Source: an optimization exercise on an open RTL-to-GDS flow (aim: small area, a short achievable clock period and few clock cycles). Production flows keep margins and buffers that such runs may drop. RTL that was checked went through simulation tests only; none was proved equivalent to the original. Power and IR drop assume default switching activity.

Design nbc_stream_dec, start of the top module:
module nbc_stream_dec (
    input  wire        clk,
    input  wire        rst,
    input  wire        cmd_valid,
    output wire        cmd_ready,
    input  wire [1:0]  cmd_mode,
    input  wire [63:0] cmd_acc,
    input  wire        in_valid,
    output wire        in_ready,
    input  wire [63:0] in_data,
    output reg         out_valid,
    input  wire        out_ready,
    output reg  [63:0] out_data,
    output reg         out_last
);
    localparam S_COUNT = 2'd0;    
    localparam S_SLOT  = 2'd1;    
    localparam S_HDR   = 2'd2;    
    localparam S_END   = 2'd3;    
    reg [1:0]   state;
    reg         have_cmd;
    reg         m_delta;     
    reg         m_xor;       
    reg [31:0]  remain;      
    reg [4:0]   blk_n;
    reg [7:0]   blk_m;       
    reg         blk_pad;     
    reg [2:0]   idx;
    reg [63:0]  w0, w1, w2;
    reg [1:0]   wk;          
    reg [4:0]   p;           
    reg         f_valid;
    reg         f_load;      
    reg         f_last;
    reg [63:0]  f;
    wire go  = !out_valid || out_ready;      
    wire en1 = !f_valid || go;               
    wire drop = p[4];                        
    wire [1:0] wk_e = wk - {1'b0, drop};     
    wire have1 = (wk_e != 2'd0);
    wire have2 = wk_e[1];
    assign in_ready  = (wk != 2'd3) || drop;
    assign cmd_ready = (state == S_COUNT) && !have_cmd && !f_valid;
    wire [127:0] win = drop ? {w2, w1} : {w1, w0};
    wire [63:0]  ext = win >> {p[3:0], 2'b00};
    wire        stored = !blk_m[0] && (blk_n != 5'd0);
    wire [4:0]  s      = stored ? blk_n : 5'd0;
    wire        last   = (idx == 3'd7);
    wire [4:0]  tot_s  = {1'b0, p[3:0]} + s + {4'd0, last & blk_pad};
    reg  [63:0] smask;
    integer j;
  ...
Size in the first run: about 2500 cells after synthesis, ~200 I/O pins.
clock: 8.0 ns
lec_check: 0
abc_clock_period_in_ps: 2500
cap_margin: 20
core_margin: 2
core_utilization: 30
slew_margin: 20
run.sh (not shown) runs the stock make flow with config.mk's settings and CLKGATE_MAP_FILE= SYNTH_SCRIPT=/design/flow/synth_recipe.tcl, a recipe that flattens the netlist after the stock synthesis.
The starting point produced a clean layout.
==> next run, changes <==
Settings changed: ABC_CLOCK_PERIOD_IN_PS 2500 to unset.
What happened:
- The new run ran to the end with no violations
- core utilization does not change
- final area stays the same
- worst setup slack stays the same
- fmax stays the same
- final cell count stays the same
- clock power is about the same
- via count is unchanged
- critical path depth does not change
- sequential power is about the same
- non-clock buffer count stays the same
- power is unchanged
Function was not checked in any run of this note: the RTL went through the layout flow alone.


try-zinc:
The RTL this note starts from:
==> flow/design.v <==
module nbc_stream_dec (
    input  wire        clk,
    input  wire        rst,
    input  wire        cmd_valid,
    output wire        cmd_ready,
    input  wire [1:0]  cmd_mode,
    input  wire [63:0] cmd_acc,
    input  wire        in_valid,
    output wire        in_ready,
    input  wire [63:0] in_data,
    output reg         out_valid,
    input  wire        out_ready,
    output reg  [63:0] out_data,
    output reg         out_last
);
    localparam S_COUNT = 2'd0;    
    localparam S_SLOT  = 2'd1;    
    localparam S_HDR   = 2'd2;    
    localparam S_END   = 2'd3;    
    reg [1:0]   state;
    reg         have_cmd;
    reg         cmd_rdy;
    reg         m_acc;       
    reg         m_delta;     
    reg [31:0]  remain;      
    reg         rem_zero;    
    reg         rem_is1;     
    reg         rem_le1;     
    reg [4:0]   blk_n;
    reg [7:0]   blk_m;       
    reg         odd;         
    reg [2:0]   idx;
    reg [4:0]   sm;          
    reg [4:0]   sc;          
    reg [63:0]  w0, w1, w2;
    reg [1:0]   wk;          
    reg         in_rdy;
    reg [4:0]   p;           
    reg         f_valid;
    reg         f_load;      
    reg         f_last;
    reg         f_acc;       
    reg         f_cy;        
    reg [63:0]  f;
    assign in_ready  = in_rdy;
    assign cmd_ready = cmd_rdy;
    wire go     = !out_valid || out_ready;   
    wire en1    = !f_valid || go;            
    wire cmd_go = cmd_valid && cmd_rdy;
    wire take   = in_valid && in_rdy;
    wire       drop  = p[4];                 
    wire [1:0] wk_e  = wk - {1'b0, drop};    
    wire       have1 = (wk_e != 2'd0);
    wire       have2 = wk_e[1];
    wire [127:0] win = drop ? {w2, w1} : {w1, w0};
    reg  [75:0]  ext1;
    reg  [63:0]  ext;
    always @(*) begin
        case (p[3:2])
            2'd0: ext1 = win[75:0];
            2'd1: ext1 = win[91:16];
            2'd2: ext1 = win[107:32];
            default: ext1 = win[123:48];
        endcase
        case (p[1:0])
            2'd0: ext = ext1[63:0];
            2'd1: ext = ext1[67:4];
            2'd2: ext = ext1[71:8];
            default: ext = ext1[75:12];
        endcase
    end
    wire [63:0] lo       = drop ? w1 : w0;
    wire [31:0] cnt      = lo[31:0];
    wire        cnt_zero = (cnt == 32'd0);
    wire [15:0] hdr     = (state == S_COUNT) ? lo[47:32] : ext[15:0];
    wire [4:0]  hdr_n   = hdr[4:0];
    wire [7:0]  hdr_m   = hdr[15:8];
    reg  [63:0] smask;
    integer j;
    always @(*) begin
        for (j = 0; j < 16; j = j + 1)
            smask[4*j +: 4] = (j < sm) ? 4'hF : 4'h0;
    end
    wire        last    = (idx == 3'd7);
    wire        pad7    = blk_n[0] & (odd ^ !blk_m[0] ^ !blk_m[1]);
    wire [4:0]  tot_s   = {1'b0, p[3:0]} + sc;
    wire        avail_s = (sc == 5'd0) || have2 || (have1 && (tot_s <= 5'd16));
    wire        rest_unstored = (blk_n == 5'd0) || (&blk_m[7:1]);
    wire        fin     = rem_le1 && rest_unstored;
    wire [4:0]  tot_h   = {1'b0, p[3:0]} + 5'd4;
    wire        avail_h = have2 || (have1 && (tot_h <= 5'd16));
    reg [1:0]   state_c;
    reg         have_cmd_c, fv_c;
    reg [4:0]   p_c;
    reg         start_c, slot_go_c;
    always @(*) begin
        state_c    = state;
        have_cmd_c = have_cmd || cmd_go;
        fv_c       = cmd_go;
        p_c        = {1'b0, p[3:0]};
        start_c    = 1'b0;
        slot_go_c  = 1'b0;
        case (state)
            S_COUNT: begin
                if ((have_cmd || cmd_go) && have1) begin
                    start_c    = 1'b1;
                    have_cmd_c = 1'b0;
                    if (!cnt_zero) begin
                        p_c     = 5'd12;
                        state_c = S_SLOT;
                    end else begin
                        p_c     = 5'd16;
                    end
                end
            end
            S_SLOT: begin
                if (avail_s) begin
                    slot_go_c = 1'b1;
                    fv_c      = !rem_zero;
                    if (fin) begin
                        p_c     = (tot_s == 5'd0) ? 5'd0 : 5'd16;
                        state_c = (tot_s > 5'd16) ? S_END : S_COUNT;
                    end else begin
                        p_c = tot_s;
                        if (last)
                            state_c = S_HDR;
                    end
                end
            end
            S_HDR: begin
                if (avail_h) begin
                    p_c     = tot_h;
                    state_c = S_SLOT;
                end
            end
            S_END: begin
                p_c     = 5'd16;
                state_c = S_COUNT;
            end
        endcase
    end
    wire [1:0]  state_n    = en1 ? state_c : state;
    wire        have_cmd_n = en1 ? have_cmd_c : (have_cmd || cmd_go);
    wire        f_valid_n  = en1 ? fv_c : 1'b1;
    wire [4:0]  p_n        = en1 ? p_c : {1'b0, p[3:0]};
    wire        start      = en1 && start_c;
    wire        slot_go    = en1 && slot_go_c;
    wire [1:0] wk_n = wk_e + {1'b0, take};
    always @(posedge clk) begin
        if (drop) begin
            w0 <= w1;
            w1 <= w2;
        end
        if (in_rdy) begin
            if (wk_e == 2'd0) w0 <= in_data;
            if (wk_e == 2'd1) w1 <= in_data;
            if (wk_e == 2'd2) w2 <= in_data;
        end
    end
    always @(posedge clk) begin
        if (en1 && (state == S_SLOT || (state == S_COUNT && cmd_rdy))) begin
            f      <= (state == S_COUNT) ? cmd_acc : (ext & smask);
            f_load <= (state == S_COUNT);
            f_last <= rem_is1;
            f_acc  <= (state != S_COUNT) && m_acc;
            f_cy   <= (state != S_COUNT) && m_delta;
        end
        if (cmd_go) begin
            m_acc   <= (cmd_mode == 2'd1) || (cmd_mode == 2'd2);
            m_delta <= (cmd_mode == 2'd1);
        end
        if (start) begin
            remain  <= cnt;
            rem_is1 <= (cnt == 32'd1);
            rem_le1 <= (cnt[31:1] == 31'd0);
        end
        if (slot_go && !rem_zero) begin
            remain  <= remain - 32'd1;
            rem_is1 <= (remain == 32'd2);
            rem_le1 <= (remain[31:2] == 30'd0) && !(remain[1] && remain[0]);
        end
        if (en1 && (state == S_COUNT || state == S_HDR)) begin
            blk_n   <= hdr_n;
            blk_m   <= hdr_m;
            odd     <= 1'b0;
            idx     <= 3'd0;
            sm      <= hdr_m[0] ? 5'd0 : hdr_n;
            sc      <= hdr_m[0] ? 5'd0 : hdr_n;
        end
        if (slot_go) begin
            idx   <= idx + 3'd1;
            blk_m <= {1'b1, blk_m[7:1]};
            odd   <= odd ^ !blk_m[0];
            sm    <= blk_m[1] ? 5'd0 : blk_n;
            if (idx == 3'd6)
                sc <= (blk_m[1] ? 5'd0 : blk_n) + {4'd0, pad7};
            else
                sc <= blk_m[1] ? 5'd0 : blk_n;
        end
        if (rst) begin
            state    <= S_COUNT;
            have_cmd <= 1'b0;
            cmd_rdy  <= 1'b1;
            f_valid  <= 1'b0;
            p        <= 5'd0;
            wk       <= 2'd0;
            in_rdy   <= 1'b1;
            rem_zero <= 1'b1;
        end else begin
            state    <= state_n;
            have_cmd <= have_cmd_n;
            cmd_rdy  <= (state_n == S_COUNT) && !have_cmd_n && !f_valid_n;
            f_valid  <= f_valid_n;
            p        <= p_n;
            wk       <= wk_n;
            in_rdy   <= (wk_n != 2'd3) || p_n[4];
            if (start)
                rem_zero <= cnt_zero;
            else if (slot_go && !rem_zero)
                rem_zero <= rem_is1;
        end
    end
    wire [63:0] a  = out_data & {64{f_acc}};
    wire [63:0] hp = a ^ f;
    wire [63:0] hg = out_data & f & {64{f_cy}};
    wire [63:0] ht = out_data | f;
    reg  [63:0] pg, pt;
    integer l, i;
    always @(*) begin
        pg = hg;
        pt = ht;
        for (l = 0; l < 6; l = l + 1)
            for (i = 0; i < 64; i = i + 1)
                if ((i >> l) & 1) begin
                    pg[i] = pg[i] | (pt[i] & pg[((i >> l) << l) - 1]);
                    pt[i] = pt[i] & pt[((i >> l) << l) - 1];
                end
    end
    wire [63:0] sink = hp ^ {pg[62:0], 1'b0};
    always @(posedge clk) begin
        if (rst) begin
            out_valid <= 1'b0;
        end else if (go) begin
            out_valid <= f_valid && !f_load;
            if (f_valid) begin
                out_data <= sink;
                out_last <= f_last;
            end
        end
    end
endmodule
clock: 8.0 ns
lec_check: 0
cap_margin: 20
core_margin: 2
core_utilization: 30
place_density: 0.75
setup_slack_margin: 4.5
slew_margin: 20
tns_end_percent: 10
Testbench counts of try-zinc, summed over its fixed seeds: cycles 16,918.
Relative to try-zinc, the following input files were edited for try-juniper:
- swapping 30 for 45 in CORE_UTILIZATION
- clearing PLACE_DENSITY, which used to be 0.75
- swapping 4.5 for 4.7 in SETUP_SLACK_MARGIN
[summary]
try-juniper went all the way through the flow, and no timing, DRC or antenna check failed.
Relative to try-zinc, time the final worst path needs with I/O delays and setup decreased by 0.14 ns in try-juniper.
try-juniper — count of placed standard cells in the final layout, fillers left out about 9% lower, try-zinc as reference
Taking try-zinc as the reference, in try-juniper layout net count grew by about 1%; achievable clock frequency grew by about 4%; setup fix buffers added after clock tree synthesis grew by 7.
> inputs changed (try-juniper -> try-pepper)
- CORE_UTILIZATION: 45 -> 30
- SETUP_SLACK_MARGIN: 4.7 -> 4.5
--- outcome ---
Between try-pepper and try-juniper, the number of primary I/O pins figures differ only marginally. Number of global-route vias before repair ended up 6.0% lower on try-pepper than on try-juniper. Reported for try-juniper and try-pepper, number of standard cells after synthesis turned out identical to the last digit. The global-route usage over all layers reported for try-pepper is smaller than that of try-juniper by 8.9 points. Compared with try-juniper, try-pepper shows a lower wire length of the first global-routing pass. Layout inverter count without the clock tree: lower on try-pepper. try-juniper → try-pepper: detail-routed via count per cell saw a decrease; maximum frequency saw a decrease. Between try-pepper and try-juniper, it is try-pepper whose utilization is lower, by 18 points. | combinational power | try-pepper vs try-juniper | about 1% lower |. Post-layout instance count excluding filler cells, try-juniper and try-pepper: smaller value in try-juniper.
Relative to try-pepper, the following input files were edited for try-onyx:
- TNS_END_PERCENT now 2, was 10
- CORE_UTILIZATION now 45, was 30
- SETUP_SLACK_MARGIN now 5.0, was 4.5
--- outcome ---
try-pepper -> try-onyx: number of combinational gates with multiple inputs flat. Lower largest stage delay on the critical path goes to try-onyx over try-pepper. The final reports for try-onyx and try-pepper show number of cell instances on the worst register-to-register path higher in the former.
Modified inputs, try-garnet compared to try-onyx
- changing SETUP_SLACK_MARGIN from 5.0 to 4.8
- changing TNS_END_PERCENT from 2 to 5
==> comparison <==
Result: PASS for each of try-garnet and try-onyx
Compared with try-onyx, try-garnet shows a higher final critical-path required period.
For the data arrival time of the worst path, try-garnet came in 0.14 ns higher than try-onyx did.
try-garnet against try-onyx: largest fanout on the critical path grew by 1, maximum single-stage delay on the critical path moved down, global-route wire length before repair shows a reduction of about 1.5%, area occupied by multi-input gates went down by about 1.2%.


// nbc_stream_dec: RTL as listed in full above, without the edits since
Settings: LEC_CHECK=0, CAP_MARGIN=20, CORE_MARGIN=2, CORE_UTILIZATION=45, SETUP_SLACK_MARGIN=5.0, SLEW_MARGIN=20, TNS_END_PERCENT=0; clock period 8.0 ns.
Testbench counts at the start, summed over its fixed seeds: cycles 16,918.
Change:
--- a/flow/config.mk
+++ b/flow/config.mk
@@ -10,0 +11 @@
+export PLACE_DENSITY = 0.7
@@ -13 +14 @@
-export TNS_END_PERCENT = 0
+export TNS_END_PERCENT = 2
After rerunning:
- wire length rose by 1.4%
- total power rose by 3.5%
- non-clock buffer count climbs by 36
- sequential share of layout area went down by 1.1 points
- setup slack improved by 0.0055 ns
- cell area increases by 3.0%
- via count went up by 3.4%
- critical path depth is higher by 2
- sequential power hardly moves


== run A ==
RTL: the design.v shown in full above, as it stands there.
Settings: LEC_CHECK=0, CAP_MARGIN=20, CORE_MARGIN=2, CORE_UTILIZATION=60, SETUP_SLACK_MARGIN=5.0, SLEW_MARGIN=20, TNS_END_PERCENT=2; clock period 8.0 ns.
Run A ran to completion and came out clean on the timing, DRC and antenna checks.
Testbench counts of run A, summed over its fixed seeds: cycles 16,918.
diff inputs: run A => run B
Settings: TNS_END_PERCENT now 10, was 2; SETUP_SLACK_MARGIN now 4.5, was 5.0; CORE_UTILIZATION now 30, was 60; CTS_BUF_LIST now sky130_fd_sc_hd__clkbuf_8, previously not set.
Notes after the runs:
Against run A as the reference, run B delivers a lower fmax.
Number of clock buffers inserted by TritonCTS: lower on run A
Going from run A to run B, clock skew climbed 0.015 ns; met3 track demand over resource in global routing barely changed; routed wire length climbed 3.0%.
Relative to run A, power has gone down in run B.
Die area deteriorates in run B relative to run A.
#### Input delta (run C over run B)
Settings: changing SETUP_SLACK_MARGIN from 4.5 to 5.0; changing CORE_UTILIZATION from 30 to 40; removing CTS_BUF_LIST (formerly sky130_fd_sc_hd__clkbuf_8); changing TNS_END_PERCENT from 10 to 5.
--- outcome ---
Reported for run B and run C, count of sequential standard cells turned out identical to the last digit. Final critical delay including setup and external delays on run C is ahead of run B. Run C against run B; half-perimeter wire length after placement is down by a few percent.
--- input diff run C..run D ---
Settings: SETUP_SLACK_MARGIN: 5.0 -> 4.5; TNS_END_PERCENT: 5 -> 10; CORE_UTILIZATION: 40 -> 45.
## What came out
- Run D: all stages complete, timing, DRC and antenna checks passed
- Run D has number of clock-tree buffers in the layout below what run C had.
- Compared with run C, run D shows a sequential share of layout area that is 3.0 points higher.
- As of run D, largest net degree at the start of global routing had risen by more than a quarter compared to run C.
- Going from run C to run D, footprint of the multi-input gates shrinks by 720 sq um.
- Status: clock network fraction of total power parity (run D, run C)
- Run C reports its top metal layer carrying routed signals as met4 while run D reports met5.
- Across both runs, met1 track utilization from global routing was higher for run D than for run C.


nbc_stream_dec, a different RTL version from the one above (not shown whole).
Size: about 390 flip-flops, ~200 I/O pins.
clock: 8.0 ns
lec_check: 0
cap_margin: 20
core_margin: 2
core_utilization: 30
setup_slack_margin: 4.5
slew_margin: 20
Testbench counts at the start, summed over its fixed seeds: cycles 16,918.
Then changed:
Settings changed: SETUP_SLACK_MARGIN 4.5 to unset.
Non-clock buffer count goes down by 54; clock power increases by about 3%; die area is unchanged.

==> separate check: timing with driven ports <==
How much do the figures lean on ideal ports? The routed layouts below were timed once more, with nothing changed but the port constraints.
Step 1: set_driving_cell puts a clkbuf_16 on clk and a buf_2 on each other input, an assumption about the parent block.
Step 2 moves the port delays by t, midway between the first and last clock arrival at a register: inputs arrive t later, outputs are due t later. That takes back most of the time a late clock gives input paths.
Three values: no drivers, after step 1, after step 2; two values: the first two.
| run | shift t [ns] | slack for setup (ns) | worst setup path at the end | pins driven straight from the clock port |
|---|---|---|---|---|
| the first run of note 1 | 0.653 | 2.892 / 2.892 / 2.892 | register to register | 1 |
| the second run of note 1 | 0.653 | 2.892 / 2.892 / 2.892 | register to register | 1 |
| try-zinc | 0.629 | 4.469 / 4.469 / 4.149 | input to register | 1 |
| try-juniper | 0.663 | 4.610 / 4.566 / 4.133 | input to register | 1 |
| try-pepper | 0.638 | 4.514 / 4.457 / 4.123 | input to register | 1 |
| try-onyx | 0.660 | 4.766 / 4.702 / 4.275 | input to register | 1 |
| try-garnet | 0.662 | 4.634 / 4.570 / 4.144 | input to register | 1 |
| the first run of note 3 | 0.650 | 4.631 / 4.631 / 4.214 | input to register | 1 |
| the second run of note 3 | 0.631 | 4.637 / 4.637 / 4.177 | input to register | 1 |
| run A | 0.625 | 4.644 / 4.642 / 4.161 | input to register | 1 |
| run B | 0.724 | 4.487 / 4.487 / 4.127 | input to register | 1 |
| run C | 0.642 | 4.625 / 4.565 / 4.225 | input to register | 1 |
| run D | 0.660 | 4.532 / 4.532 / 4.138 | input to register | 1 |
| the first run of note 5 | 0.641 | 4.361 / 4.361 / 4.009 | input to register | 1 |
| the second run of note 5 | 0.638 | 3.216 / 3.216 / 3.216 | register to register | 1 |
After both steps every run listed still meets setup and hold. The setup slack of try-onyx, which loses most, moves by -0.064 ns with the drivers and by -0.491 ns with both steps.
